What follows belongs to an exercise in optimizing a design on an open flow for small area, a short achievable clock period and few clock cycles per item; a production flow would make more cautious choices. At most, simulation tests tie the RTL to the original design; equivalence was not proved. Function not checked in runs 3 and 4: the RTL went through the layout flow alone. Power is estimated from default activity; no workload was simulated.

`design/flow/flow/run.sh`:
```
#!/bin/bash
# Layout flow: the standard flow (standard.sh), with ORFS's timing repair
# asked to leave a setup margin of 9 ns instead of the default, so that the
# repair sizes and buffers the critical paths. The clock and the constraints
# are the standard flow's own.
set -euo pipefail
bash standard.sh SETUP_SLACK_MARGIN=9 finish > standard.log 2>&1
```
`design/flow/standard.sh`:
```
#!/bin/bash
# synth_recipe.tcl (not shown) runs the flow's synth.tcl, then flattens the netlist and writes it again
# the make line also repeats each setting of config.mk as NAME=value (left out here)
make -C /OpenROAD-flow-scripts/flow DESIGN_CONFIG=/design/flow/config.mk WORK_HOME=/design/flow/orfs CLKGATE_MAP_FILE= SYNTH_SCRIPT=/design/flow/synth_recipe.tcl "${@:-finish}"
```
`design/flow/config.mk`:
```
export PLATFORM = sky130hd
export DESIGN_NAME = pce_codec
export DESIGN_NICKNAME = pce_codec
export VERILOG_FILES = /design/flow/design.v
export SDC_FILE = /design/flow/constraint.sdc
export NUM_CORES = 4
export LEC_CHECK = 0
export ABC_AREA = 1
export CAP_MARGIN = 20
export CORE_MARGIN = 2
export CORE_UTILIZATION = 25
export PLACE_DENSITY = 0.5
export SLEW_MARGIN = 20
```
`design/flow/constraint.sdc`:
```
create_clock -name core_clock -period 13.0 [get_ports {clk}]
set_input_delay 2.6000 -clock core_clock [delete_from_list [all_inputs] [get_ports {clk}]]
set_output_delay 2.6000 -clock core_clock [all_outputs]
set_load 0.01 [all_outputs]
```
`design/flow/design.v`:
```
module pce_codec (
    input  wire        clk,
    input  wire        rst,         
    input  wire        start,       
    input  wire        mode,        
    input  wire [5:0]  n_in,
    input  wire [5:0]  p_in,
    input  wire [5:0]  l_in,
    input  wire [32:0] data_in,
    output wire        done,        
    output wire [2:0]  err,         
    output wire [5:0]  res,         
    output wire [32:0] data_out
);
    localparam W  = 4;              
    localparam WV = W + 18;         
    localparam ERR_NONE      = 3'd0;
    localparam ERR_DIVERGED  = 3'd2;
    localparam ERR_MALFORMED = 3'd3;
    localparam ERR_PRECOND   = 3'd4;
    localparam S_IDLE = 0;
    localparam S_SCAN = 1;          
    localparam S_MPB  = 2;          
    localparam S_CORR = 3;          
    localparam S_D1   = 4;          
    localparam S_D2   = 5;          
    localparam S_D3   = 6;          
    reg [6:0]  st;
    reg [32:0] R;
    reg [5:0]  n, p, l;
    reg [2:0]  k;
    reg [5:0]  nl;                  
    reg [5:0]  nk;                  
    reg [4:0]  i;                   
    reg [5:0]  rem;                 
    reg [5:0]  cnt;
    reg [3:0]  jq;                  
    reg        qsrc;                
    reg [5:0]  L;                   
    reg        q1;                  
    reg        chg;
    reg [2:0]  err_r;
    reg        done_r;
    assign data_out = R;
    assign res      = cnt;
    assign err      = err_r;
    assign done     = done_r;
    function [32:0] rot;            
        input [32:0] v;
        input [5:0]  a;
        reg   [65:0] d;
        begin
            d   = {v, v} >> a;
            rot = d[32:0];
        end
    endfunction
    function [32:0] therm;          
        input [6:0] v;
        integer b;
        begin
            for (b = 0; b < 33; b = b + 1)
                therm[b] = (b < v);
        end
    endfunction
    function [3:0] hj;              
        input [12:0] v;
        reg   [15:0] a;
        reg   [7:0]  b;
        reg   [3:0]  c;
        reg   [1:0]  d;
        begin
            a     = {3'd0, v};
            hj[3] = a[15:8] != 8'd0;
            b     = hj[3] ? a[15:8] : a[7:0];
            hj[2] = b[7:4] != 4'd0;
            c     = hj[2] ? b[7:4] : b[3:0];
            hj[1] = c[3:2] != 2'd0;
            d     = hj[1] ? c[3:2] : c[1:0];
            hj[0] = d[1];
        end
    endfunction
    function [2:0] clog2n;
        input [5:0] v;
        begin
            if      (v <= 6'd1)  clog2n = 3'd0;
            else if (v <= 6'd2)  clog2n = 3'd1;
            else if (v <= 6'd4)  clog2n = 3'd2;
            else if (v <= 6'd8)  clog2n = 3'd3;
            else if (v <= 6'd16) clog2n = 3'd4;
            else if (v <= 6'd32) clog2n = 3'd5;
            else                 clog2n = 3'd6;
        end
    endfunction
    wire [2:0]  k_in     = clog2n(n_in);
    wire [6:0]  lp_in    = {1'b0, l_in} - {1'b0, p_in};
    wire        valid_in = (p_in != 6'd0) && (l_in <= n_in) &&
                           (((n_in == 6'd1)                    && (lp_in == 7'd1)) ||
                            ((n_in == 6'd2)                    && (lp_in == 7'd2)) ||
                            ((n_in >= 6'd3)  && (n_in <= 6'd4))  && (lp_in == 7'd3) ||
                            ((n_in >= 6'd5)  && (n_in <= 6'd8))  && (lp_in == 7'd4) ||
                            ((n_in >= 6'd9)  && (n_in <= 6'd16)) && (lp_in == 7'd5) ||
                            ((n_in >= 6'd17) && (n_in <= 6'd32)) && (lp_in == 7'd6));
    wire [32:0] th_nin   = therm({1'b0, n_in});
    wire        last_in  = |(data_in & ~th_nin & {th_nin[31:0], 1'b1});
    wire [32:0] load     = (data_in & th_nin) |
                           ({33{~mode}} & ~th_nin & {th_nin[31:0], 1'b1});
    wire [45:0] ux  = {R, 13'd0} >> p[4:0];          
    wire [WV-1:0] U = ux[WV-1:0];
    wire        m16 = (k >= 3'd3);
    wire        m17 = (k >= 3'd4);
    wire        m18 = (k >= 3'd5);
    reg [12:0] ok [0:W-1];
    reg [12:0] jv;
    integer o, j, y;
    always @* begin
        for (j = 0; j < 13; j = j + 1)
            jv[j] = (j + 2 <= p);
        for (o = 0; o < W; o = o + 1)
            for (j = 0; j < 13; j = j + 1) begin
                ok[o][j] = jv[j];
                for (y = 12 - j; y <= 18; y = y + 1)
                    if (R[o + y - 12 + j] != U[o + y] &&
                        (y < 16 || (y == 16 && m16) || (y == 17 && m17) || (y == 18 && m18)))
                        ok[o][j] = 1'b0;
            end
    end
    reg [W-1:0] vw;                 
    reg [W-1:0] first;              
    reg [3:0]   jsel;               
    reg         viol;
    always @* begin
        for (o = 0; o < W; o = o + 1)
            vw[o] = (|ok[o]) && !rem[5] && (o <= rem);
        viol = 1'b0;
        for (o = 0; o < W; o = o + 1) begin
            first[o] = vw[o] && !viol;
            viol     = viol | vw[o];
        end
        jsel = 4'd0;
        for (o = 0; o < W; o = o + 1)
            if (first[o]) jsel = jsel | hj(ok[o]);
    end
    wire pass_end = rem[5] || (rem < W);
    reg [32:0] r_adv;
    reg [4:0]  i_adv;
    reg [5:0]  rem_adv;
    always @* begin
        r_adv   = rot(R, W);
        i_adv   = i + W;
        rem_adv = rem - W;
        for (o = 0; o < W; o = o + 1)
            if (first[o]) begin
                r_adv   = rot(R, o);
                i_adv   = i + o;
                rem_adv = rem - o;
            end
    end
    wire [5:0] ga = ({6{st[S_SCAN]}} & (6'd33 - {1'b0, i})) |
                    ({6{st[S_MPB]}}  & L) |
                    ({6{st[S_CORR]}} & ({3'b0, k} + 6'd1)) |
                    ({6{st[S_D1]}}   & nk) |
                    ({6{st[S_D2]}}   & {1'b0, i}) |
                    ({6{st[S_D3]}}   & (q1 ? {1'b0, i} : 6'd33 - L));
    wire [32:0] G = rot(R, ga);
    wire [5:0] qc  = qsrc ? L : p - 6'd1 - {2'b0, jq};
    wire [6:0] i_l = {2'b0, i} + {1'b0, l};
    wire [6:0] v1 = st[S_CORR] ? {1'b0, qc} : {2'b0, i} + {1'b0, L};
    wire [6:0] v2 = (st[S_CORR] | st[S_D2]) ? {1'b0, p} : {1'b0, l} - {1'b0, L};
    wire [6:0] v3 = st[S_CORR] ? {1'b0, nk} - {2'b0, i} : i_l;
    wire [6:0] v4 = st[S_CORR] ? {1'b0, n} - {2'b0, i} :
                    st[S_D2]   ? {1'b0, n} + 7'd1 : {1'b0, n};
    wire [32:0] t1 = therm(v1);
    wire [32:0] t2 = therm(v2);
    wire [32:0] t3 = therm(v3);
    wire [32:0] t4 = therm(v4);
    wire [32:0] t1e = {t1[31:0], 1'b1} & ~t1;    
    wire [32:0] t4e = {t4[31:0], 1'b1} & ~t4;    
    wire perL = &((R ~^ G) | ~t2);
    wire [32:0] rec = {28'd0, i} << v3[5:0];
    reg  [32:0] corr;
    integer x;
    always @* begin
        for (x = 0; x < 33; x = x + 1) begin
            if (t1[x])       corr[x] = R[x];
            else if (t1e[x]) corr[x] = 1'b1;
            else if (t2[x])  corr[x] = 1'b0;
            else if (t3[x])  corr[x] = G[x];
            else if (t4[x])  corr[x] = rec[x];
            else if (t4e[x]) corr[x] = 1'b0;
            else             corr[x] = R[x];
        end
    end
    wire [4:0]  d_idx  = G[4:0] & ~(5'h1f << k);
    wire        d_last = G[k];
    wire [31:0] mk     = G[31:0] & t2[31:0] & 32'hffff_fffe;
    wire [15:0] h4 = mk[31:16] != 16'd0 ? mk[31:16] : mk[15:0];
    wire [7:0]  h3 = h4[15:8]  != 8'd0  ? h4[15:8]  : h4[7:0];
    wire [3:0]  h2 = h3[7:4]   != 4'd0  ? h3[7:4]   : h3[3:0];
    wire [1:0]  h1 = h2[3:2]   != 2'd0  ? h2[3:2]   : h2[1:0];
    wire [5:0]  qd = {1'b0, mk[31:16] != 16'd0, h4[15:8] != 8'd0,
                      h3[7:4] != 4'd0, h2[3:2] != 2'd0, h1[1]};
    wire        found  = |mk;
    wire        qd1    = (qd == 6'd1);
    reg  [32:0] up;
    always @* begin
        case (k)
            3'd2:    up = {R[29:0], 3'b0};
            3'd3:    up = {R[28:0], 4'b0};
            3'd4:    up = {R[27:0], 5'b0};
            default: up = {R[26:0], 6'b0};
        endcase
    end
    wire        idxbad = ({1'b0, i} > nl);
    reg [32:0] tail, rep;
    always @* begin
        for (x = 0; x < 33; x = x + 1) begin
            tail[x] = (!t3[x] && t4[x]) ? up[x] : R[x];
            rep[x]  = (!t1[x] && t3[x]) ? (q1 ? G[0] : G[x]) : R[x];
        end
    end
    always @(posedge clk) begin
        if (rst) begin
            st     <= 7'd1 << S_IDLE;
            done_r <= 1'b0;
        end else begin
            done_r <= 1'b0;
            case (1'b1)
                st[S_IDLE]: begin
                    if (start) begin
                        R    <= load;
                        n    <= n_in;
                        p    <= p_in;
                        l    <= l_in;
                        k    <= k_in;
                        nl   <= n_in + 6'd1 - l_in;
                        nk   <= n_in - {3'b0, k_in};
                        i    <= 5'd0;
                        rem  <= n_in + 6'd1 - l_in;
                        cnt  <= 6'd0;
                        chg  <= 1'b0;
                        if (!valid_in) begin
                            done_r <= 1'b1;
                            err_r  <= ERR_PRECOND;
                        end else if (mode && last_in) begin
                            done_r <= 1'b1;
                            err_r  <= ERR_NONE;
                        end else begin
                            st <= mode ? 7'd1 << S_D1 : 7'd1 << S_SCAN;
                        end
                    end
                end
                st[S_SCAN]: begin
                    if (viol) begin
                        R    <= r_adv;
                        i    <= i_adv;
                        rem  <= rem_adv;
                        jq   <= jsel;
                        qsrc <= 1'b0;
                        L    <= 6'd1;
                        st   <= (p >= 6'd15) ? 7'd1 << S_MPB : 7'd1 << S_CORR;
                    end else if (pass_end) begin
                        R <= G;                     
                        if (chg) begin
                            i   <= 5'd0;
                            rem <= nl;
                            chg <= 1'b0;
                        end else begin
                            st     <= 7'd1 << S_IDLE;
                            done_r <= 1'b1;
                            err_r  <= ERR_NONE;
                        end
                    end else begin
                        R   <= r_adv;
                        i   <= i_adv;
                        rem <= rem_adv;
                    end
                end
                st[S_MPB]: begin
                    if (perL) begin
                        qsrc <= 1'b1;
                        st   <= 7'd1 << S_CORR;
                    end else if (L == p - 6'd14) begin
                        st   <= 7'd1 << S_CORR;
                    end else begin
                        L    <= L + 6'd1;
                    end
                end
                st[S_CORR]: begin
                    if (cnt == n) begin
                        st     <= 7'd1 << S_IDLE;
                        done_r <= 1'b1;
                        err_r  <= ERR_DIVERGED;
                    end else begin
                        R   <= {corr[0], corr[32:1]};
                        cnt <= cnt + 6'd1;
                        chg <= 1'b1;
                        i   <= i + 5'd1;
                        rem <= rem - 6'd1;
                        st  <= 7'd1 << S_SCAN;
                    end
                end
                st[S_D1]: begin
                    if (d_last) begin
                        R      <= R & t4;           
                        st     <= 7'd1 << S_IDLE;
                        done_r <= 1'b1;
                        err_r  <= ERR_NONE;
                    end else if (cnt == n) begin
                        st     <= 7'd1 << S_IDLE;
                        done_r <= 1'b1;
                        err_r  <= ERR_MALFORMED;
                    end else begin
                        i  <= d_idx;
                        st <= 7'd1 << S_D2;
                    end
                end
                st[S_D2]: begin
                    if (idxbad || !found) begin
                        st     <= 7'd1 << S_IDLE;
                        done_r <= 1'b1;
                        err_r  <= ERR_MALFORMED;
                    end else begin
                        R   <= tail;
                        L   <= qd;
                        q1  <= qd1;
                        cnt <= cnt + 6'd1;
                        st  <= 7'd1 << S_D3;
                    end
                end
                st[S_D3]: begin
                    R <= rep;
                    if (q1 || ({L, 1'b0} >= {1'b0, l}))
                        st <= 7'd1 << S_D1;
                    else
                        L <= {L[4:0], 1'b0};
                end
                default: st <= 7'd1 << S_IDLE;
            endcase
        end
    end
endmodule
```
==> metrics list, run 1 <==
- The run finished with no timing, DRC or antenna violations.
- During I/O placement, the number of pins put on the boundary was 98.
- In this run the cell area of the synthesized design comes to ~28000 µm².
- Core ar.: 111000 µm²
- Worst hold path cell count: 2
- Initial antenna violation count: 17
* Row count: 122
- Total overflow reported by the global router: 0
- Timing would allow up to 0.188 GHz.
- Kind of cell adding the most delay to the critical path: simple AND/OR/NAND/NOR gates
- Vias: 43800
- Max_slew headroom: 6.92%
- After clock tree synthesis, the flow added hold-fix buffers numbering 0.
- In the final routed layout, each cell accounts on average for 31.2 µm.
- For this run, asynchronously set or reset flops after synthesis account for 0%.
- The largest single stage delay on the critical path is 0.65 ns.
- Syn avg cell area: 5.49 µm²
- Number of remaining DRC errors: 0
- The H-tree generated during clock tree synthesis spans 3 levels.
- For this run, the share of the core covered by cells in the final layout is between 30% and 40%.
* Max FO, Critical Path: 6
- Counting along the longest clock path gives a buffer depth of 2.
- For the worst setup path, the data required time is between 10 and 15 ns.
- R2R depth: 28
* Initial DRC count: 7606
- Of the total synthesized cell area, the portion taken by XOR and XNOR cells is 4.92%.
* Share of post-route cells with drive strength above 1: 33.4%
- Post-synthesis instance total: 5101
* Yosys synthesis warning count: 2
- At the later pin of the worst-skew pair, clock insertion delay measures 0.43 ns.
- Type of the setup path with the least slack: reg2reg
- Horizontal die dimension: 339 µm
- Compound-cell area share of the yosys netlist: 22.3%
- The layout has between 10000 and 15000 filler cells.
- The count of nets left with antenna violations once routing finished came out at 0.
- TritonCTS clock tree: yes
- Post-Synth Adder-Cell Area: 4.75%
* TritonCTS buffer count: 9
* Largest net degree at the start of global routing: 59
* Leading cell type in the layout, fill and taps excluded: sky130_fd_sc_hd__nand2_1
- Distinct cells, synth: 74
- Count of final setup violators: 0
- For this run, the detailed router's first-pass iteration total came to 11.
- Max-slew violation count: 0
- Global Route Usage Sum: 36.3%
- Counting every net in the synthesized netlist gives around 5300.
- The most used flip-flop cell after synthesis is sky130_fd_sc_hd__edfxtp_1.
- Peak supply drop: 0.0914 mV
- MaxCap Viol Count: 0
- Placed Area: 30300 µm²
* Crit path arrival time: 5.58 ns
- Max stage delay cell, worst path: sky130_fd_sc_hd__nand4_1
* Via count of the first global-routing pass: 40300
- Total count of hold-check failures in the final report: 0
- Commonest cells after routing, fill and taps aside: sky130_fd_sc_hd__nand2_1 (1200), sky130_fd_sc_hd__buf_4 (449), sky130_fd_sc_hd__inv_1 (426), sky130_fd_sc_hd__nor2_1 (398), sky130_fd_sc_hd__nand3_1 (311)
- Time the final worst path needs with I/O delays and setup: around 5.3 ns
* Master cell of the clock root buffer: sky130_fd_sc_hd__clkbuf_16
- The worst setup path is launched from a flop.
- Portion of the post-synthesis area used by sequential elements: between 10 and 15%
- After synthesis, the share of cell area in mux cells is 0.500%.
- Startpoint of the worst register-to-register path: k[1]$_DFFE_PP_
- At the end of routability-driven placement, the weighted congestion stood at 1.11.
* Placed wire-length estimate after detailed placement: 139 mm
- Vias/cell: 6.13
- Setup repair after global routing could not meet its margin everywhere.
- The critical path contains buffers and inverters numbering 5 combined.
- The min-delay analysis places its worst path in the category reg2reg.
- Fin Clk Skew: 0.0204 ns
* Num Clock Sinks: 107
* Layout overhead on the synthesized area: 57.4%
- The count of buffers added on input and output ports is 97.
- After routing, the total negative slack on setup checks comes to 0 ns.
* Power density of the placed cells: between 50 and 60 nW/µm²
- Minimum setup slack among reg-to-reg paths: 7.67 ns
- After the last flow step, the layout net total stands at 5803.
* Die H: 339 µm
- Endpoint of the worst hold path: st[2]$_SDFFE_PP0P_
* Terminus of the critical flop-to-flop path: q1$_DFFE_PP_
* Post-route cell area: 44100 µm²
* Clock-pin slew of the registers on the worst-case setup and hold paths: 0.11 ns
- In this run, synthesis inferred between 90 and 100 flip-flops with an integrated enable.
- In this run the static leakage power is 0.0200 µW.
- CP endpoint kind: flop
- Total Routed Length: 223 mm
- Initial standard-cell utilization of the core: 25.3%
* Simple-gate portion of the synthesized area: 43.1%
- Full die area: approximately 110000 µm²
- The first global-routing pass estimated around 300 mm of wire.
- After synthesis, the largest family of logic cells by area is simple AND/OR/NAND/NOR gates.
* Slew @ Worst Pin: 1.39 ns
- In the finished design, the share of the clock period the worst path needs comes to 41.0%.
* Synth Register Bits: 107
* HP Start: st[2]$_SDFFE_PP0P_
==> metal layers <==
layer / vias to the layer above / track usage (%) / part of all wire [%] / routed length [µm]
met3: 1274 / 16.3 / 16 / 35000
met5: - / 1.88 / 0.11 / 247
met4: 18 / 27.9 / 10 / 23200
met1: 20400 / 42.7 / 35 / 77900
met2: 3875 / 51.1 / 39 / 86700
li1: 18200 / - / - / -
==> flip-flops by register name (all words and copies together), names as in the netlist <==
signal  flops
L           6
R          33
chg         1
cnt         6
done_r      1
err_r       3
i           5
jq          4
k           3
l           6
n           6
nk          6
nl          6
p           6
q1          1
qsrc        1
rem         6
st          7
==> cells in the mapped netlist, types with 9 or more instances <==
master / count / area, µm²
sky130_fd_sc_hd__nor3_1: 67 / 335
sky130_fd_sc_hd__clkinv_1: 9 / 33.8
sky130_fd_sc_hd__nor2_1: 524 / 1970
sky130_fd_sc_hd__a211oi_1: 38 / 285
sky130_fd_sc_hd__xnor2_1: 14 / 123
sky130_fd_sc_hd__o221ai_1: 12 / 105
sky130_fd_sc_hd__o211ai_1: 72 / 541
sky130_fd_sc_hd__o22ai_1: 88 / 551
sky130_fd_sc_hd__a221oi_1: 13 / 114
sky130_fd_sc_hd__xor2_1: 132 / 1160
sky130_fd_sc_hd__nand3_2: 15 / 150
sky130_fd_sc_hd__nor2_2: 10 / 62.6
sky130_fd_sc_hd__edfxtp_1: 99 / 2970
sky130_fd_sc_hd__or2_2: 10 / 62.6
sky130_fd_sc_hd__a22oi_1: 12 / 90.1
sky130_fd_sc_hd__inv_2: 53 / 199
sky130_fd_sc_hd__buf_4: 25 / 188
sky130_fd_sc_hd__inv_1: 502 / 1880
sky130_fd_sc_hd__clkbuf_1: 147 / 552
sky130_fd_sc_hd__ha_1: 92 / 1150
sky130_fd_sc_hd__a31oi_1: 30 / 188
sky130_fd_sc_hd__o21ai_0: 306 / 1530
sky130_fd_sc_hd__fa_1: 9 / 180
sky130_fd_sc_hd__o21ai_1: 92 / 460
sky130_fd_sc_hd__o2111ai_1: 20 / 175
sky130_fd_sc_hd__a2111oi_0: 9 / 78.8
sky130_fd_sc_hd__mux2i_1: 14 / 140
sky130_fd_sc_hd__nor4_1: 27 / 169
sky130_fd_sc_hd__o31ai_1: 15 / 113
sky130_fd_sc_hd__nand4_1: 93 / 582
sky130_fd_sc_hd__buf_2: 95 / 475
sky130_fd_sc_hd__a32oi_1: 9 / 78.8
sky130_fd_sc_hd__nand3_1: 515 / 2580
sky130_fd_sc_hd__nand2_1: 1453 / 5450
sky130_fd_sc_hd__a21oi_1: 271 / 1360
sky130_fd_sc_hd__buf_6: 25 / 282
sky130_fd_sc_hd__buf_1: 18 / 67.6
sky130_fd_sc_hd__nor2_4: 9 / 101
sky130_fd_sc_hd__o311ai_0: 12 / 105
sky130_fd_sc_hd__nand2_2: 34 / 213
==> final cells by class <==
cell class	count	area (µm²)	share of cell area, %
multi-input cells	4127	26600	60.4
repair buffers	833	9620	21.8
flip-flops and latches	107	3140	7.14
inverters	565	2430	5.51
well taps	1488	1860	4.23
clock buffers	9	225	0.511
clock inverters	7	96.3	0.219
repair inverters	4	33.8	0.0767
diodes	10	25.0	0.0568
==> stage by stage <==
stage                     hold slack (ns)  power, µW  setup WS (ns)  cells
after detailed placement            0.650       1470           5.92   6482
final                               0.607       2540           7.67   7150
after global routing                0.612       2590           7.46   7142
after global placement              0.644       1480           5.94   6481
after floorplan                     0.545       1080           8.27   5101
after CTS                           0.666       2290           8.22   7025
==> report_power, final <==
group | switching (µW) | internal (µW)
sequential | 17.6 | 396
combinational | 1140 | 653
clock | 196 | 143
total | 1350 | 1190
==> cell families after synthesis <==
kind of cell,after synthesis
muxes,14
DFF,107
adders and majority gates,101
buffers and inverters,877
xor gates and xnor gates,152
AOI/OAI and AO/OA,1051
and+or+nand+nor,2799
==> tightest hold or removal path: stages, from the launching register on <==
cell	delay, ns
sky130_fd_sc_hd__dfxtp_2	0.43
sky130_fd_sc_hd__nand2_2	0.11
sky130_fd_sc_hd__a21oi_2	0.04
==> how the worst max path moves through the flow <==
stage / cells after the start / to / from / slack, ns
3_3_place_gp: 24 / R[3]$_DFFE_PP_ / p[3]$_DFFE_PP_ / 5.94
2_1_floorplan: 20 / st[1]$_SDFFE_PP0P_ / n_in[3] / 8.27
3_5_place_dp: 26 / R[3]$_DFFE_PP_ / p[3]$_DFFE_PP_ / 5.92
6_report: 28 / q1$_DFFE_PP_ / k[1]$_DFFE_PP_ / 7.67
5_1_grt: 30 / q1$_DFFE_PP_ / q1$_DFFE_PP_ / 7.46
4_1_cts: 33 / q1$_DFFE_PP_ / k[0]$_DFFE_PP_ / 8.22
==> timing repair <==
item / in CTS / in global routing
endpoints found under the setup margin: 217 / 155
gates resized for setup: 1392 / 460
cloned: 66 / 7
setup buffers: 461 / 108
pin swaps: 320 / 217
Testbench counts, summed over its fixed seeds: cycles 7,579, items 1,920.
==> run 2: changes to the inputs <==
==> design/flow/flow/run.sh (replaced) <==
#!/bin/bash
# Layout flow: the standard flow (standard.sh), with ORFS's timing repair
# asked to leave a setup margin of 7 ns instead of the default, so that the
# repair sizes and buffers the critical paths. The clock and the constraints
# are the standard flow's own.
set -euo pipefail
bash standard.sh SETUP_SLACK_MARGIN=7 finish > standard.log 2>&1
==> run 2 against run 1 <==
Maximum frequency is 11% lower. Combinational power is 39% lower. Non-clock buffer count is 583 lower. Synthesized cell count stayed put. Final area is 29% lower. Sequential power hardly changed. Clock power is 2% lower. Setup slack worse by 0.65 ns. First-iteration DRC count is 32% lower.
==> metrics list, run 2 <==
- Initial DRT Pass Iterations: 7 (was 11)
- The startpoint of the worst register-to-register path is R[27]$_DFFE_PP_ (was k[1]$_DFFE_PP_).
* Initial antenna violation count: 2 (was 17)
- The total negative slack for setup checks was 0 ns (unchanged).
- Type of the setup path with the least slack: reg2reg (unchanged)
* Kind of start point of the critical path: flop (unchanged)
- Number of flip-flops in the largest register: 33 (unchanged)
- Number of enable flip-flop cells after synthesis: 99 (unchanged)
* Routed length per placed instance: 27.8 µm (was 31.2 µm)
- The highest fanout seen on the critical path was 37 (was 6).
- Slew @ Worst Pin: 1.27 ns (was 1.39 ns)
- The length of routed met2 wiring was 74.3 mm (was 86.7 mm).
- The switching power is 1010 µW (was 1350 µW).
- R2R depth: 28 (unchanged)
- Cell-internal power: 837 µW (was 1190 µW)
- The number of setup violations in the final report came to 0 (unchanged).
- The critical path's top delay family is simple AND/OR/NAND/NOR gates (unchanged).
- The clock sink total is 107 (unchanged).
* Area of combinational cells with multiple inputs: 21500 µm² (was 26600 µm²)
- Row count: 122 (unchanged)
* Leakage: 0.0144 µW (was 0.0200 µW)
- Number of fill cells in the layout: 12900 (was 11500)
- Vias/cell: 5.81 (was 6.13)
* CP endpoint kind: flop (unchanged)
* Total overflow reported by the global router: 0 (unchanged)
- Commonest cells in the netlist: sky130_fd_sc_hd__nand2_1 (1453), sky130_fd_sc_hd__nor2_1 (524), sky130_fd_sc_hd__nand3_1 (515), sky130_fd_sc_hd__inv_1 (502), sky130_fd_sc_hd__o21ai_0 (306) (unchanged).
- Terminus of the critical flop-to-flop path: R[15]$_DFFE_PP_ (was q1$_DFFE_PP_)
* Relative contribution of the clock network to total power: 18.0% (was 13.3%)
- Crit path arrival time: 6.17 ns (was 5.58 ns)
- I/O pin count: 98 (unchanged)
* Most area-hungry cell type in the Yosys netlist: sky130_fd_sc_hd__nand2_1 (unchanged)
- The data required time of the critical path is 13.19 ns (was 13.26 ns).
* Core ar.: 111000 µm² (unchanged)
- Biggest register: R (unchanged)
- The sequential share of power came to 22.4% (was 16.2%).
- Fin Clk Skew: 0.0260 ns (was 0.0204 ns)
* Clock-pin slew of the registers on the worst-case setup and hold paths: 0.11 ns (about the same)
- Weighted congestion reported at the end of routability-driven placement: 1.07 (was 1.11)
- The aggregate global-route resource usage came to 30.1% (was 36.3%).
- The number of input and output port buffers inserted came to 97 (unchanged).
* Highest cell delay on the worst timing path: 0.47 ns (was 0.65 ns)
- Via count of the first global-routing pass: 34800 (was 40300)
- The number of nets produced by synthesis is 5257 (unchanged).
- Sum of met3 wire segment lengths after detailed routing: 22.3 mm (was 35.0 mm)
* TritonCTS clock tree: yes (unchanged)
* Total Routed Length: 182 mm (was 223 mm)
- The number of warning messages in the yosys log is 2 (unchanged).
- Placed wire-length estimate after detailed placement: 136 mm (was 139 mm)
* Final hold slack: 0.647 ns (was 0.607 ns)
- The maximum resistive drop on vdd is 0.0726 mV (was 0.0914 mV).
* Initial DRC count: 5161 (was 7606)
- The maximum operating frequency is 0.167 GHz (was 0.188 GHz).
* Total number of nets in the final design: 5209 (was 5803)
* Met1 layer wirelength in the final routing: 72.1 mm (was 77.9 mm)
- The commonest register cell after synthesis is sky130_fd_sc_hd__edfxtp_1 (unchanged).
- The average cell area after synthesis came to 5.49 µm² (unchanged).
- The number of cells on the worst hold path is 2 (unchanged).
* Full die area: 115000 µm² (unchanged)
- The power per standard cell area was 59.3 nW/µm² (was 57.8 nW/µm²).
* Portion of the post-synthesis area used by sequential elements: 11.2% (unchanged)
- Master cell of the clock root buffer: sky130_fd_sc_hd__clkbuf_16 (unchanged)
- Setup repair after global routing missed its margin: false (was true).
- Final clock period utilization by the worst path: 46.0% (was 41.0%)
- Leading post-synthesis cells by cell area: sky130_fd_sc_hd__nand2_1 (19%), sky130_fd_sc_hd__edfxtp_1 (11%), sky130_fd_sc_hd__nand3_1 (9.2%) (unchanged)
* Minimum setup slack among reg-to-reg paths: 7.02 ns (was 7.67 ns)
- The cell area after synthesis is 28000 µm² (unchanged).
- Horizontal die dimension: 339 µm (unchanged)
- The final instance area is 31200 µm² (was 44100 µm²).
- The post-synthesis cell type count came to 74 (unchanged).
- The buffer levels on the longest clock path came to 2 (unchanged).
- The share of post-route cells with drive strength above 1 came to 8.03% (was 33.4%).
- The switching share of power is 54.8% (was 53.2%).
* Storage element area: 3140 µm² (about the same)
* Placed Area: 30100 µm² (was 30300 µm²)
- The height of the die is 339 µm (unchanged).
- Max stage delay cell, worst path: sky130_fd_sc_hd__o21ai_1 (was sky130_fd_sc_hd__nand4_1)
- The type of the tightest min-delay check is reg2reg (unchanged).
* Crit path top cell by count: sky130_fd_sc_hd__nand2_1
* Commonest cells after routing, fill and taps aside: sky130_fd_sc_hd__nand2_1 (1444), sky130_fd_sc_hd__nand3_1 (515), sky130_fd_sc_hd__nor2_1 (505), sky130_fd_sc_hd__inv_1 (499), sky130_fd_sc_hd__o21ai_0 (299) (was sky130_fd_sc_hd__nand2_1 (1200), sky130_fd_sc_hd__buf_4 (449), sky130_fd_sc_hd__inv_1 (426), sky130_fd_sc_hd__nor2_1 (398), sky130_fd_sc_hd__nand3_1 (311))
- Uppermost metal layer occupied by signal nets: met5 (unchanged)
* Endpoint of the worst hold path: st[3]$_SDFFE_PP0P_ (was st[2]$_SDFFE_PP0P_)
* MaxCap Viol Count: 0 (unchanged)
- The final critical delay including setup and external delays is 5.98 ns (was 5.33 ns).
- Layout overhead on the synthesized area: 11.3% (was 57.4%)
- Vias: 38100 (was 43800)
- The wire length of the first global-routing pass was 255 mm (was 302 mm).
* Max_slew headroom: 14.7% (was 6.92%)
- The fraction of the core area covered by cells at the end of the flow was 28.1% (was 39.8%).
- Critical path buffers and inverters: 5 (unchanged)
* Initial standard-cell utilization of the core: 25.3% (unchanged)
- The fraction of synthesized cell area taken by the top area cell type came to 19.5% (unchanged).
* DRT antenna net count: 0 (unchanged)
* Total count of hold-check failures in the final report: 0 (unchanged)
- Number of H-tree branching levels: 3 (unchanged)
- The number of max-slew violations in the final report was 0 (unchanged).
- The share of flip-flops with an asynchronous set or reset after synthesis came to 0% (unchanged).
- Biggest registers after layout: R: 33 flops, st: 7 flops (unchanged).
- The number of register bits inferred by synthesis was 107 (unchanged).
- The logic gate share of total power came to 59.6% (was 70.4%).
- HP Start: st[3]$_SDFFE_PP0P_ (was st[2]$_SDFFE_PP0P_)
* Number of remaining DRC errors: 0 (unchanged)
- Outcome: no timing/DRC/antenna violations (unchanged).
- The clock latency of the later-clocked register in the worst-skew pair is 0.43 ns (about the same).
- TritonCTS buffer count: 9 (unchanged)
- The maximum number of pins on one net before global-route repair was 74 (was 59).
- The cell with the most instances after synthesis is sky130_fd_sc_hd__nand2_1 (unchanged).
- The most common library cell in the layout ignoring fill and taps is sky130_fd_sc_hd__nand2_1 (unchanged).
* Post-synthesis instance total: 5101 (unchanged)
==> run 2: cell counts after synthesis <==
Identical to the previous run, type by type.
==> run 2: logic make-up (layout without fill, tap and decap cells) <==
group / after synthesis / after routing / share of synthesized area [%]
DFF: 107 / 107 / 11.2
xor gates and xnor gates: 152 / 152 / 4.92
muxes: 14 / 14 / 0.500
and+or+nand+nor: 2799 / 2801 / 43.1
AOI/OAI and AO/OA: 1051 / 1051 / 22.3
buffers and inverters: 877 / 832 / 13.3
other: 0 / 4 / 0
adders and majority gates: 101 / 101 / 4.75
==> run 2: power groups by stage <==
stage | Combinational (µW) | Clock (µW) | Sequential, µW
final | 1100 | 333 | 415
after global routing | 1170 | 341 | 416
after CTS | 1040 | 334 | 415
after detailed placement | 1020 | 0 | 425
after global placement | 1030 | 0 | 426
after floorplan | 655 | 0 | 418
==> run 2: area by class of cell <==
class | instances | area share, %
Antenna cell | 4 | 0.0321
Clock buffer | 9 | 0.723
Clock inverter | 7 | 0.293
Inverter | 565 | 6.90
Multi-Input combinational cell | 4119 | 68.9
Sequential cell | 107 | 10.1
Tap cell | 1488 | 5.97
Timing Repair Buffer | 250 | 7.12
Timing Repair inverter | 1 | 0.0241
==> run 2: worst max path at each step <==
stage               slack [ns]            endpoint             from  cells past startpoint
global placement          5.53  st[5]$_SDFFE_PP0P_          n_in[5]                     19
global route              7.00     R[15]$_DFFE_PP_   p[1]$_DFFE_PP_                     31
CTS                       7.00     R[15]$_DFFE_PP_   R[6]$_DFFE_PP_                     30
finish                    7.02     R[15]$_DFFE_PP_  R[27]$_DFFE_PP_                     28
floorplan                 7.87  st[3]$_SDFFE_PP0P_          n_in[4]                     17
detailed placement        5.61  st[3]$_SDFFE_PP0P_          n_in[5]                     19
==> run 2: routing by layer <==
metal,GRT usage (%),vias to the layer above
li1,-,17000
met1,39.3,17800
met2,44.2,2736
met3,7.68,608
met4,18.4,2
met5,0,-
==> run 2: repair_timing <==
action	4_1_cts	5_1_grt
setup endpoints to repair	105	105
setup buffers	16	32
hold buffers	0	0
cloned	2	2
pin swaps	3	2
gates resized for setup	66	55
==> run 2: stage by stage <==
step	total power, µW	instances	setup slack [ns]
2_1_floorplan	1070	5101	7.87
3_3_place_gp	1460	6478	5.53
3_5_place_dp	1450	6478	5.61
4_1_cts	1790	6512	7.00
5_1_grt	1930	6546	7.00
6_report	1850	6550	7.02
==> run 2: worst min-delay path, delay by kind of cell (launching register included) <==
kind             cells  cell delay, ns
flip-flops           1            0.44
AO/OA/AOI/OAI        1            0.06
AND/OR/NAND/NOR      1            0.11
==> run 3: changes to the inputs <==
--- a/design/flow/design.v
+++ b/design/flow/design.v
@@ -251,14 +251,13 @@
                 end
                 st[S_SCAN]: begin
+                    R    <= (pass_end && !viol) ? G : r_adv;    
+                    jq   <= jsel;
+                    qsrc <= 1'b0;
+                    L    <= 6'd1;
                     if (viol) begin
-                        R    <= r_adv;
                         i    <= i_adv;
                         rem  <= rem_adv;
-                        jq   <= jsel;
-                        qsrc <= 1'b0;
-                        L    <= 6'd1;
                         st   <= (p >= 6'd15) ? 7'd1 << S_MPB : 7'd1 << S_CORR;
                     end else if (pass_end) begin
-                        R <= G;                     
                         if (chg) begin
                             i   <= 5'd0;
@@ -271,5 +270,4 @@
                         end
                     end else begin
-                        R   <= r_adv;
                         i   <= i_adv;
                         rem <= rem_adv;
@@ -287,4 +285,9 @@
                 end
                 st[S_CORR]: begin
+                    R   <= {corr[0], corr[32:1]};
+                    cnt <= cnt + 6'd1;
+                    chg <= 1'b1;
+                    i   <= i + 5'd1;
+                    rem <= rem - 6'd1;
                     if (cnt == n) begin
                         st     <= 7'd1 << S_IDLE;
@@ -292,15 +295,11 @@
                         err_r  <= ERR_DIVERGED;
                     end else begin
-                        R   <= {corr[0], corr[32:1]};
-                        cnt <= cnt + 6'd1;
-                        chg <= 1'b1;
-                        i   <= i + 5'd1;
-                        rem <= rem - 6'd1;
                         st  <= 7'd1 << S_SCAN;
                     end
                 end
                 st[S_D1]: begin
+                    R <= R & t4;        
+                    i <= d_idx;
                     if (d_last) begin
-                        R      <= R & t4;           
                         st     <= 7'd1 << S_IDLE;
                         done_r <= 1'b1;
@@ -311,9 +310,12 @@
                         err_r  <= ERR_MALFORMED;
                     end else begin
-                        i  <= d_idx;
                         st <= 7'd1 << S_D2;
                     end
                 end
                 st[S_D2]: begin
+                    R   <= tail;
+                    L   <= qd;
+                    q1  <= qd1;
+                    cnt <= cnt + 6'd1;
                     if (idxbad || !found) begin
                         st     <= 7'd1 << S_IDLE;
@@ -321,8 +323,4 @@
                         err_r  <= ERR_MALFORMED;
                     end else begin
-                        R   <= tail;
-                        L   <= qd;
-                        q1  <= qd1;
-                        cnt <= cnt + 6'd1;
                         st  <= 7'd1 << S_D3;
                     end
==> run 3 against run 2 <==
Sequential share of layout area fell by 0.053 points. Critical path type unchanged. Synthesized area fell by 2.3%. Utilization rose by 0.75 points. Combinational power rose by 15%. Via count rose by 1.6%. Final area rose by 0.69%. Clock power rose by 2%. Die area fell by 2.3%. Non-clock buffer count rose by 38. Flip-flop and latch count did not move.
==> metrics list, run 3 <==
- Outcome: no timing/DRC/antenna violations (unchanged).
- Fin Clk Skew: 0.0257 ns (was 0.0260 ns)
- Storage element area: 3140 µm² (about the same)
* Nets in the synthesized netlist: 5105 (was 5257)
- The clock-pin transition on the worst setup and hold timing paths came to 0.09 ns (was 0.11 ns).
- Syn avg cell area: 5.53 µm² (was 5.49 µm²)
* Number of enable flip-flop cells after synthesis: 99 (unchanged)
- The floorplan die width came to 335 µm (was 339 µm).
- Relative contribution of the clock network to total power: 16.7% (was 18.0%)
* Combinational share of power: 62.9% (was 59.6%)
- DRT antenna net count: 0 (unchanged)
- Net load switching power: 1140 µW (was 1010 µW)
- The via count was 38700 (was 38100).
* Initial standard-cell utilization of the core: 25.2% (was 25.3%)
* Min setup slack post-route: 6.99 ns (was 7.02 ns)
- Most utilized layer in the global route result: met2 (unchanged)
- Layout overhead on the synthesized area: 14.8% (was 11.3%)
- Leakage: 0.0141 µW (was 0.0144 µW)
- The CTS buffer count is 9 (unchanged).
* Max stage delay cell, worst path: sky130_fd_sc_hd__nand2_1 (was sky130_fd_sc_hd__o21ai_1)
- The number of I/O pins is 98 (unchanged).
- Worst Setup SP: st[5]$_SDFFE_PP0P_ (was R[27]$_DFFE_PP_)
* Count of port buffers added during placement: 97 (unchanged)
- The number of flip-flops in the largest register came to 33 (unchanged).
- Leading post-synthesis cells by cell area: sky130_fd_sc_hd__nand2_1 (18%), sky130_fd_sc_hd__nand3_1 (11%), sky130_fd_sc_hd__edfxtp_1 (11%) (was sky130_fd_sc_hd__nand2_1 (19%), sky130_fd_sc_hd__edfxtp_1 (11%), sky130_fd_sc_hd__nand3_1 (9.2%))
* Minimum setup slack among reg-to-reg paths: 6.99 ns (was 7.02 ns)
- Met1 usage: 43.1% (was 39.3%)
- The count of max-cap constraint violations is 0 (unchanged).
- Predominant post-synthesis flop cell: sky130_fd_sc_hd__edfxtp_1 (unchanged)
- The number of register bits inferred by synthesis came to 107 (unchanged).
- The worst setup slack after placement is 5.27 ns (was 5.61 ns).
- The maximum operating frequency was 0.166 GHz (was 0.167 GHz).
* Global-route wire length before repair: 275 mm (was 255 mm)
- The maximum resistive drop on vdd is 0.0726 mV (about the same).
- The kind of capture point of the worst setup path is a flop (unchanged).
- The clock latency of the later-clocked register in the worst-skew pair came to 0.43 ns (about the same).
- The instance area after placement was 29500 µm² (was 30100 µm²).
* Met2 Resource Use GR: 51.4% (was 44.2%)
- Area share of the largest cell type after synthesis: 17.6% (was 19.5%)
- Master cell of the clock root buffer: sky130_fd_sc_hd__clkbuf_16 (unchanged)
- TritonCTS clock tree: yes (unchanged)
* Distinct cells, synth: 83 (was 74)
* Clock Path Buffers: 2 (unchanged)
- Total overflow reported by the global router: 0 (unchanged)
- Max_slew headroom: 15.1% (was 14.7%)
- The share of the clock period used by the worst path is 46.3% (was 46.0%).
- Share of post-route cells with drive strength above 1: 9.29% (was 8.03%)
- The final critical delay including setup and external delays was 6.01 ns (was 5.98 ns).
- Post-synthesis instance area: 27300 µm² (was 28000 µm²)
- Via count of the first global-routing pass: 35500 (was 34800)
- The number of remaining DRC errors came to 0 (unchanged).
- The first-pass detailed-route iteration total is 12 (was 7).
* Count of final setup violators: 0 (unchanged)
- Num Clock Sinks: 107 (unchanged)
- Max-slew violation count: 0 (unchanged)
* Kind of start point of the critical path: flop (unchanged)
* Post-route cell area: 31400 µm² (was 31200 µm²)
- Weighted congestion reported at the end of routability-driven placement: 1.04 (was 1.07)
* Routed length per placed instance: 31.5 µm (was 27.8 µm)
- Highest cell delay on the worst timing path: 0.61 ns (was 0.47 ns)
* Critical Path End: L[0]$_SDFFCE_PP1P_ (was R[15]$_DFFE_PP_)
- The top register by number of flip-flops was R (unchanged).
* Crit path top cell by count: sky130_fd_sc_hd__nand2_1 (unchanged)
- The switching share of power came to 56.4% (was 54.8%).
* Setup repair after global routing missed its margin: false (unchanged)
- The height of the die came to 335 µm (was 339 µm).
* Cell with the most instances after synthesis: sky130_fd_sc_hd__nand2_1 (unchanged)
- The overall die area is 112000 µm² (was 115000 µm²).
- R2R depth: 23 (was 28)
- Row count: 121 (was 122)
- The initial antenna violation count was 22 (was 2).
- The quantity of hold-fixing buffers added after cts is 0 (unchanged).
- The half-perimeter wire length after placement came to 148 mm (was 136 mm).
* Total number of nets in the final design: 5124 (was 5209)
* Total power: 2030 µW (was 1850 µW)
- Commonest cells after routing, fill and taps aside: sky130_fd_sc_hd__nand2_1 (1263), sky130_fd_sc_hd__nand3_1 (611), sky130_fd_sc_hd__inv_1 (482), sky130_fd_sc_hd__nor2_1 (482), sky130_fd_sc_hd__o21ai_0 (403) (was sky130_fd_sc_hd__nand2_1 (1444), sky130_fd_sc_hd__nand3_1 (515), sky130_fd_sc_hd__nor2_1 (505), sky130_fd_sc_hd__inv_1 (499), sky130_fd_sc_hd__o21ai_0 (299))
* Cells along the critical path: inv_1, buf_4, nand3_1, nand2_2, nand3b_4, inv_8, nand3_1, nand3_1, nand2_1, nand2_1, nand3_1, nand2_1, nand2_1, nand2_1, inv_1, nor3_1, a21oi_1, o21ai_1, nand2_1, nand2_1, nand3b_1, nand3_1, a21oi_1
* Total Routed Length: 201 mm (was 182 mm)
- The share of flip-flops with an asynchronous set or reset after synthesis came to 0% (unchanged).
- Met3 track demand over resource in global routing: 10.4% (was 7.68%)
- The sequential share of power was 20.4% (was 22.4%).
- Largest net degree at the start of global routing: 75 (was 74)
* Type of the setup path with the least slack: reg2reg (unchanged)
* Area of combinational cells with multiple inputs: 21300 µm² (was 21500 µm²)
* Core ar.: 109000 µm² (was 111000 µm²)
* Number of H-tree branching levels: 3 (unchanged)
- Slew @ Worst Pin: 1.26 ns (was 1.27 ns)
- Post-synthesis instance total: 4949 (was 5101)
- Terminus of the critical flop-to-flop path: L[0]$_SDFFCE_PP1P_ (was R[15]$_DFFE_PP_)
* Yosys synthesis warning count: 2 (unchanged)
- The worst hold margin was 0.631 ns (was 0.647 ns).
- Vias/cell: 6.05 (was 5.81)
- The internal portion of total power is 884 µW (was 837 µW).
* Total count of hold-check failures in the final report: 0 (unchanged)
- Global Route Usage Sum: 34.3% (was 30.1%)
* Leading cell type in the layout, fill and taps excluded: sky130_fd_sc_hd__nand2_1 (unchanged)
- The startpoint of the worst register-to-register path was st[5]$_SDFFE_PP0P_ (was R[27]$_DFFE_PP_).
- Biggest registers after layout: R: 33 flops, st: 7 flops (unchanged).
* Portion of the post-synthesis area used by sequential elements: 11.5% (was 11.2%)
- Max FO, Critical Path: 36 (was 37)
- The number of fillers in the final layout came to 12500 (was 12900).
- The type of the tightest min-delay check is reg2reg (unchanged).
- Commonest cells in the netlist: sky130_fd_sc_hd__nand2_1 (1282), sky130_fd_sc_hd__nand3_1 (619), sky130_fd_sc_hd__nor2_1 (523), sky130_fd_sc_hd__inv_1 (500), sky130_fd_sc_hd__o21ai_0 (413) (was sky130_fd_sc_hd__nand2_1 (1453), sky130_fd_sc_hd__nor2_1 (524), sky130_fd_sc_hd__nand3_1 (515), sky130_fd_sc_hd__inv_1 (502), sky130_fd_sc_hd__o21ai_0 (306)).
- Worst path required time: 13.16 ns (was 13.19 ns)
- Power density of the placed cells: 64.6 nW/µm² (was 59.3 nW/µm²)
- Crit path arrival time: 6.17 ns (about the same)
- The DRC violation total after the first TritonRoute iteration is 6073 (was 5161).
- The cell type contributing the most total cell area after synthesis is sky130_fd_sc_hd__nand2_1 (unchanged).
- The total negative slack for setup checks came to 0 ns (unchanged).
[run 3: changes by cell type after synthesis, sizes merged, moves of 16 or more]
cell and delta:
nand2 -187, nand3 +100, o21ai +73, a21oi -42
o211ai -24, nor4 -21, nor3 -20, o22ai -17
clkbuf -16, inv -16
[run 3: final cells by class]
cell class	count	share of cell area, %
Multi-Input combinational cell	4007	67.9
Sequential cell	107	10.0
Timing Repair Buffer	288	8.32
Inverter	551	6.98
Tap cell	1414	5.64
Clock buffer	10	0.797
Clock inverter	6	0.231
Timing Repair inverter	4	0.0797
Antenna cell	4	0.0319
[run 3: through the flow]
| step | util, % | std cells |
|---|---|---|
| global placement | 27.1 | 6277 |
| finish | 28.9 | 6391 |
| CTS | 28.2 | 6342 |
| global route | 28.9 | 6387 |
| detailed placement | 27.1 | 6277 |
| floorplan | - | 4949 |
[run 3: how the worst min path moves through the flow]
stage               slack (ns)                 end  cells after the start                from
floorplan                 0.55    st[0]$_SDFF_PP1_                      3   chg$_SDFFCE_PP0P_
global placement          0.66    rem[1]$_DFFE_PP_                      4     nl[1]$_DFFE_PP_
detailed placement        0.65    rem[1]$_DFFE_PP_                      4     nl[1]$_DFFE_PP_
CTS                       0.63  st[5]$_SDFFE_PP0P_                      2  st[5]$_SDFFE_PP0P_
global route              0.67  st[5]$_SDFFE_PP0P_                      2  st[5]$_SDFFE_PP0P_
finish                    0.63  st[5]$_SDFFE_PP0P_                      2  st[5]$_SDFFE_PP0P_
[run 3: power groups by stage]
stage	sequential, µW	combinational (µW)	clock, µW
6_report	414	1270	339
5_1_grt	416	1330	347
3_5_place_dp	426	1140	0
2_1_floorplan	421	682	0
4_1_cts	414	1180	340
3_3_place_gp	427	1150	0
[run 3: metal layers]
metal	vias up	share of wire, %	wire length, µm
li1	16800	-	-
met1	18400	39	77900
met2	2803	42	83900
met3	670	12	24900
met4	16	7.2	14500
met5	-	0.097	195
[run 3: what timing repair did]
action,4_1_cts,5_1_grt
cloned,10,3
gates resized for setup,119,110
endpoints found under the setup margin,118,110
pin swaps,7,17
endpoints found under the hold margin,0,0
setup buffers,39,41
[run 3: worst max-delay path: cells and delay by family (launching register included)]
| kind | cells | cell delay (ns) |
|---|---|---|
| and+or+nand+nor | 16 | 3.67 |
| AOI/OAI and AO/OA | 3 | 0.34 |
| DFF | 1 | 0.44 |
| buffers and inverters | 4 | 1.22 |
[run 3: logic make-up after synthesis]
logic type,count (synthesis),share of synthesized area (%)
buf+inv,844,12.9
mux,14,0.512
flops,107,11.5
simple gates,2684,42.5
compound gates,1052,22.9
fa+ha+maj,101,4.87
xor+xnor,147,4.82
==> run 4: changes to the inputs <==
==> design/flow/flow/run.sh (replaced) <==
#!/bin/bash
# Layout flow: the standard flow (standard.sh), with ORFS's timing repair
# asked to leave a setup margin of 8 ns instead of the default, so that the
# repair sizes and buffers the critical paths. The clock and the constraints
# are the standard flow's own.
set -euo pipefail
bash standard.sh SETUP_SLACK_MARGIN=8 finish > standard.log 2>&1
==> run 4 against run 3 <==
Sequential share of layout area down 1.7 points. Synthesized area unchanged. Final cell count up 4.9%. Worst hold slack better by 0.028 ns. Count of clock-buffer cells in the layout unchanged. Final area up 20%. Via count up 7.7%. Clock skew down 0.0095 ns. Synthesized cell count unchanged. Flip-flop and latch count unchanged. Largest cell class unchanged. Highest routed layer unchanged. Sequential power up 1%. Setup slack better by 0.74 ns.
==> metrics list, run 4 <==
- Outcome: no timing/DRC/antenna violations (unchanged).
* Share of the core filled with cells: 34.6% (was 28.9%)
- The worst clock skew came to 0.0162 ns (was 0.0257 ns).
- The final critical delay including setup and external delays was 5.27 ns (was 6.01 ns).
- The category of the critical setup timing path is in2reg (was reg2reg).
- Commonest cells after routing, fill and taps aside: sky130_fd_sc_hd__nand2_1 (1190), sky130_fd_sc_hd__nand3_1 (514), sky130_fd_sc_hd__inv_1 (454), sky130_fd_sc_hd__nor2_1 (405), sky130_fd_sc_hd__buf_4 (363) (was sky130_fd_sc_hd__nand2_1 (1263), sky130_fd_sc_hd__nand3_1 (611), sky130_fd_sc_hd__inv_1 (482), sky130_fd_sc_hd__nor2_1 (482), sky130_fd_sc_hd__o21ai_0 (403))
* Max FO, Critical Path: 5 (was 36)
* Total count of hold-check failures in the final report: 0 (unchanged)
* Initial antenna violation count: 13 (was 22)
- The overall die area is 112000 µm² (unchanged).
- The sequential share of power was 18.6% (was 20.4%).
* Minimum setup slack among reg-to-reg paths: 7.85 ns (was 6.99 ns)
- Placed wire-length estimate after detailed placement: 145 mm (was 148 mm)
- The share of post-route cells with drive strength above 1 was 22.9% (was 9.29%).
- TritonCTS buffer count: 9 (unchanged)
* Number of enable flip-flop cells after synthesis: 99 (unchanged)
* Vias: 41700 (was 38700)
- Initial standard-cell utilization of the core: 25.2% (unchanged)
* Distinct cells, synth: 83 (unchanged)
- The leakage power of the design was 0.0166 µW (was 0.0141 µW).
- The number of max-slew violations in the final report is 0 (unchanged).
- The clock sink total came to 107 (unchanged).
* Master cell of the clock root buffer: sky130_fd_sc_hd__clkbuf_16 (unchanged)
- The growth of design area from synthesis to finish was 37.7% (was 14.8%).
- The startpoint of the tightest hold check path is nl[0]$_DFFE_PP_ (was st[5]$_SDFFE_PP0P_).
- The maximum number of pins on one net before global-route repair came to 48 (was 75).
- The startpoint kind of the worst setup timing path is an input pin (was flop).
* Worst hold path cell count: 4 (was 2)
* Count of final setup violators: 0 (unchanged)
- Relative contribution of the clock network to total power: 13.9% (was 16.7%)
- The total negative slack for setup checks is 0 ns (unchanged).
* Cell with the most instances after synthesis: sky130_fd_sc_hd__nand2_1 (unchanged)
- Number of remaining DRC errors: 0 (unchanged)
- I/O pin count: 98 (unchanged)
* Portion of the post-synthesis area used by sequential elements: 11.5% (unchanged)
- Weighted congestion reported at the end of routability-driven placement: 1.08 (was 1.04)
* Startpoint of the worst register-to-register path: k[1]$_DFFE_PP_ (was st[5]$_SDFFE_PP0P_)
- The post-synthesis instance total was 4949 (unchanged).
- Endpoint of the worst hold path: rem[0]$_DFFE_PP_ (was st[5]$_SDFFE_PP0P_)
- Leading cell type in the layout, fill and taps excluded: sky130_fd_sc_hd__nand2_1 (unchanged)
* Global Route Usage Sum: 34.7% (was 34.3%)
- Most area-hungry cell type in the Yosys netlist: sky130_fd_sc_hd__nand2_1 (unchanged)
* Total overflow reported by the global router: 0 (unchanged)
* Predominant post-synthesis flop cell: sky130_fd_sc_hd__edfxtp_1 (unchanged)
* DRT antenna net count: 0 (unchanged)
- The power per standard cell area is 59.9 nW/µm² (was 64.6 nW/µm²).
* TritonCTS clock tree: yes (unchanged)
- Share of flip-flops with an asynchronous set or reset after synthesis: 0% (unchanged)
- The number of fillers in the final layout is 12000 (was 12500).
- Final hold slack: 0.659 ns (was 0.631 ns)
* Leading post-synthesis cells by cell area: sky130_fd_sc_hd__nand2_1 (18%), sky130_fd_sc_hd__nand3_1 (11%), sky130_fd_sc_hd__edfxtp_1 (11%) (unchanged)
* Initial DRC count: 7090 (was 6073)
- Commonest cells in the netlist: sky130_fd_sc_hd__nand2_1 (1282), sky130_fd_sc_hd__nand3_1 (619), sky130_fd_sc_hd__nor2_1 (523), sky130_fd_sc_hd__inv_1 (500), sky130_fd_sc_hd__o21ai_0 (413) (unchanged).
- Die H: 335 µm (unchanged)
- The share of the clock period used by the worst path came to 40.5% (was 46.3%).
* Number of H-tree branching levels: 3 (unchanged)
* Syn avg cell area: 5.53 µm² (unchanged)
* Setup repair after global routing missed its margin: true (was false)
* Yosys synthesis warning count: 2 (unchanged)
- The number of flip-flops in the largest register was 33 (unchanged).
- Core ar.: 109000 µm² (unchanged)
* Hold bufs inserted after CTS: 0 (unchanged)
* Initial DRT Pass Iterations: 10 (was 12)
- Combinational share of power: 67.6% (was 62.9%)
- The via count of the first global-routing pass came to 36600 (was 35500).
- Post-synthesis instance area: 27300 µm² (unchanged)
- Path category of the worst min-delay check: reg2reg (unchanged)
- The per-cell routed wire length is 31.6 µm (was 31.5 µm).
- The switching share of power is 54.9% (was 56.4%).
* Horizontal die dimension: 335 µm (unchanged)
* Area share of the largest cell type after synthesis: 17.6% (unchanged)
* Slew @ Worst Pin: 1.25 ns (was 1.26 ns)
* Terminus of the critical flop-to-flop path: q1$_DFFE_PP_ (was L[0]$_SDFFCE_PP1P_)
* Total number of nets in the final design: 5432 (was 5124)
* Insertion delay of the later-clocked pin in the worst-skew pair: 0.41 ns (was 0.43 ns)
* Cell-internal power: 1020 µW (was 884 µW)
* Synth Register Bits: 107 (unchanged)
- Biggest registers after layout: R: 33 flops, st: 7 flops (unchanged).
* Peak supply drop: 0.0644 mV (was 0.0726 mV)
* Vias/cell: 6.22 (was 6.05)
* Row count: 121 (unchanged)
- The number of nets produced by synthesis was 5105 (unchanged).
- Max_slew headroom: 15.5% (was 15.1%)
- The kind of capture point of the worst setup path is a flop (unchanged).
- Worst path required time: 13.27 ns (was 13.16 ns)
* Biggest register: R (unchanged)
- Total Routed Length: 212 mm (was 201 mm)
- The maximum operating frequency came to 0.190 GHz (was 0.166 GHz).
* Clock-pin slew of the registers on the worst-case setup and hold paths: 0.09 ns (about the same)
* Global-route wire length before repair: 280 mm (was 275 mm)
* R2R depth: 30 (was 23)
- The arrival time of the worst setup path was 5.54 ns (was 6.17 ns).
* Net load switching power: 1240 µW (was 1140 µW)
- MaxCap Viol Count: 0 (unchanged)
* Worst Setup SP: l_in[2] (was st[5]$_SDFFE_PP0P_)
- Clock Path Buffers: 2 (unchanged)
* Count of port buffers added during placement: 97 (unchanged)
[run 4: cell counts after synthesis]
Identical to the previous run, type by type.
[run 4: cell type report]
class / count / area [µm²] / share of cell area, %
inverters: 551 / 2370 / 6.29
clock buffers: 10 / 229 / 0.608
multi-input cells: 4007 / 23800 / 63.3
well taps: 1414 / 1770 / 4.70
flip-flops and latches: 107 / 3140 / 8.33
repair inverters: 9 / 93.8 / 0.249
clock inverters: 6 / 61.3 / 0.163
repair buffers: 591 / 6130 / 16.3
diodes: 12 / 30.0 / 0.0797
[run 4: worst max-delay path by stage]
| stage | to | slack (ns) | cells past startpoint |
|---|---|---|---|
| final | st[6]$_SDFFE_PP0P_ | 7.73 | 14 |
| after global routing | st[5]$_SDFFE_PP0P_ | 7.62 | 14 |
| after CTS | st[0]$_SDFF_PP1_ | 7.88 | 22 |
| after detailed placement | i[4]$_SDFFCE_PP0P_ | 5.20 | 23 |
| after global placement | i[4]$_SDFFCE_PP0P_ | 5.19 | 24 |
| after floorplan | st[3]$_SDFFE_PP0P_ | 8.01 | 21 |
[run 4: worst max-delay path, cell delays in order]
cell	delay (ns)
sky130_fd_sc_hd__clkdlybuf4s50_1	0.59
sky130_fd_sc_hd__ha_4	0.38
sky130_fd_sc_hd__xor2_1	0.28
sky130_fd_sc_hd__inv_1	0.12
sky130_fd_sc_hd__nor2_1	0.22
sky130_fd_sc_hd__o31ai_4	0.12
sky130_fd_sc_hd__o31ai_4	0.08
sky130_fd_sc_hd__o2111ai_2	0.17
sky130_fd_sc_hd__a2111oi_4	0.26
sky130_fd_sc_hd__nor2_1	0.09
sky130_fd_sc_hd__nor2_2	0.27
sky130_fd_sc_hd__nand3_2	0.19
sky130_fd_sc_hd__nand2_1	0.11
sky130_fd_sc_hd__a21oi_1	0.07
[run 4: per-stage QoR]
stage / total power (µW) / cell area, µm² / std cells / setup slack [ns]
after detailed placement: 1550 / 29600 / 6277 / 5.20
after global routing: 2310 / 37600 / 6695 / 7.62
after global placement: 1560 / 29500 / 6276 / 5.19
final: 2250 / 37700 / 6707 / 7.73
after floorplan: 1100 / 27400 / 4949 / 8.01
after CTS: 2020 / 33700 / 6506 / 7.88
[run 4: repair_timing]
item	CTS	global route
pin swaps	92	134
resized for setup	518	544
endpoints found under the setup margin	127	119
gates cloned	21	28
setup buffers	192	160
[run 4: kinds of logic after synthesis]
logic type               count (synthesis)  synth area share [%]
multiplexers                            14                 0.512
XOR/XNOR                               147                  4.82
AND/OR/NAND/NOR                       2684                  42.5
adder cells (fa/ha/maj)                101                  4.87
buffers and inverters                  844                  12.9
flip-flops                             107                  11.5
AO/OA/AOI/OAI                         1052                  22.9
[run 4: power groups by stage]
stage | Sequential, µW | Clock [µW] | Combinational (µW)
6_report | 419 | 313 | 1520
5_1_grt | 420 | 321 | 1570
4_1_cts | 416 | 315 | 1290
3_5_place_dp | 429 | 0 | 1120
3_3_place_gp | 429 | 0 | 1130
2_1_floorplan | 421 | 0 | 684
[run 4: routing by layer]
layer	GRT usage, %	wire length (µm)	vias up
li1	-	-	17400
met1	43.9	78600	19600
met2	50.4	83800	3617
met3	10.8	29700	1058
met4	23.0	19800	16
met5	0	134	-

## port drivers added, routing unchanged
In the flow no input, the clock included, has a driving cell. The finished layouts below were timed again as built, in two steps. Step 1 sets driving cells, clkbuf_16 on the clock port and buf_2 on the other inputs (assumed; they add their load-dependent delay and slew). Step 2 adds t to the input delays and takes it off the output delays; t is the mean of the earliest and latest rising clock arrival at the registers after step 1. Input paths then give back, and output paths get back, about the clock's delay inside the block. a / b / c = ideal ports / drivers / drivers and shift; a / b = the first two.
| run | t (ns) | slack for setup (ns) | worst hold slack (ns) | worst data-port slew with drivers (ns) |
|---|---|---|---|---|
| run 1 | 0.483 | 7.673 / 7.673 / 7.673 | 0.607 / 0.607 / 0.607 | 0.08 |
| run 2 | 0.474 | 7.021 / 7.021 / 6.965 | 0.647 / 0.647 / 0.647 | 0.05 |
| run 3 | 0.482 | 6.987 / 6.987 / 6.808 | 0.631 / 0.631 / 0.631 | 0.07 |
| run 4 | 0.470 | 7.731 / 7.756 / 7.286 | 0.659 / 0.659 / 0.659 | 0.06 |
After both steps setup and hold are still met in every run listed. For run 4, which loses most, drivers alone change the setup slack by +0.025 ns; drivers and shift together by -0.445 ns.
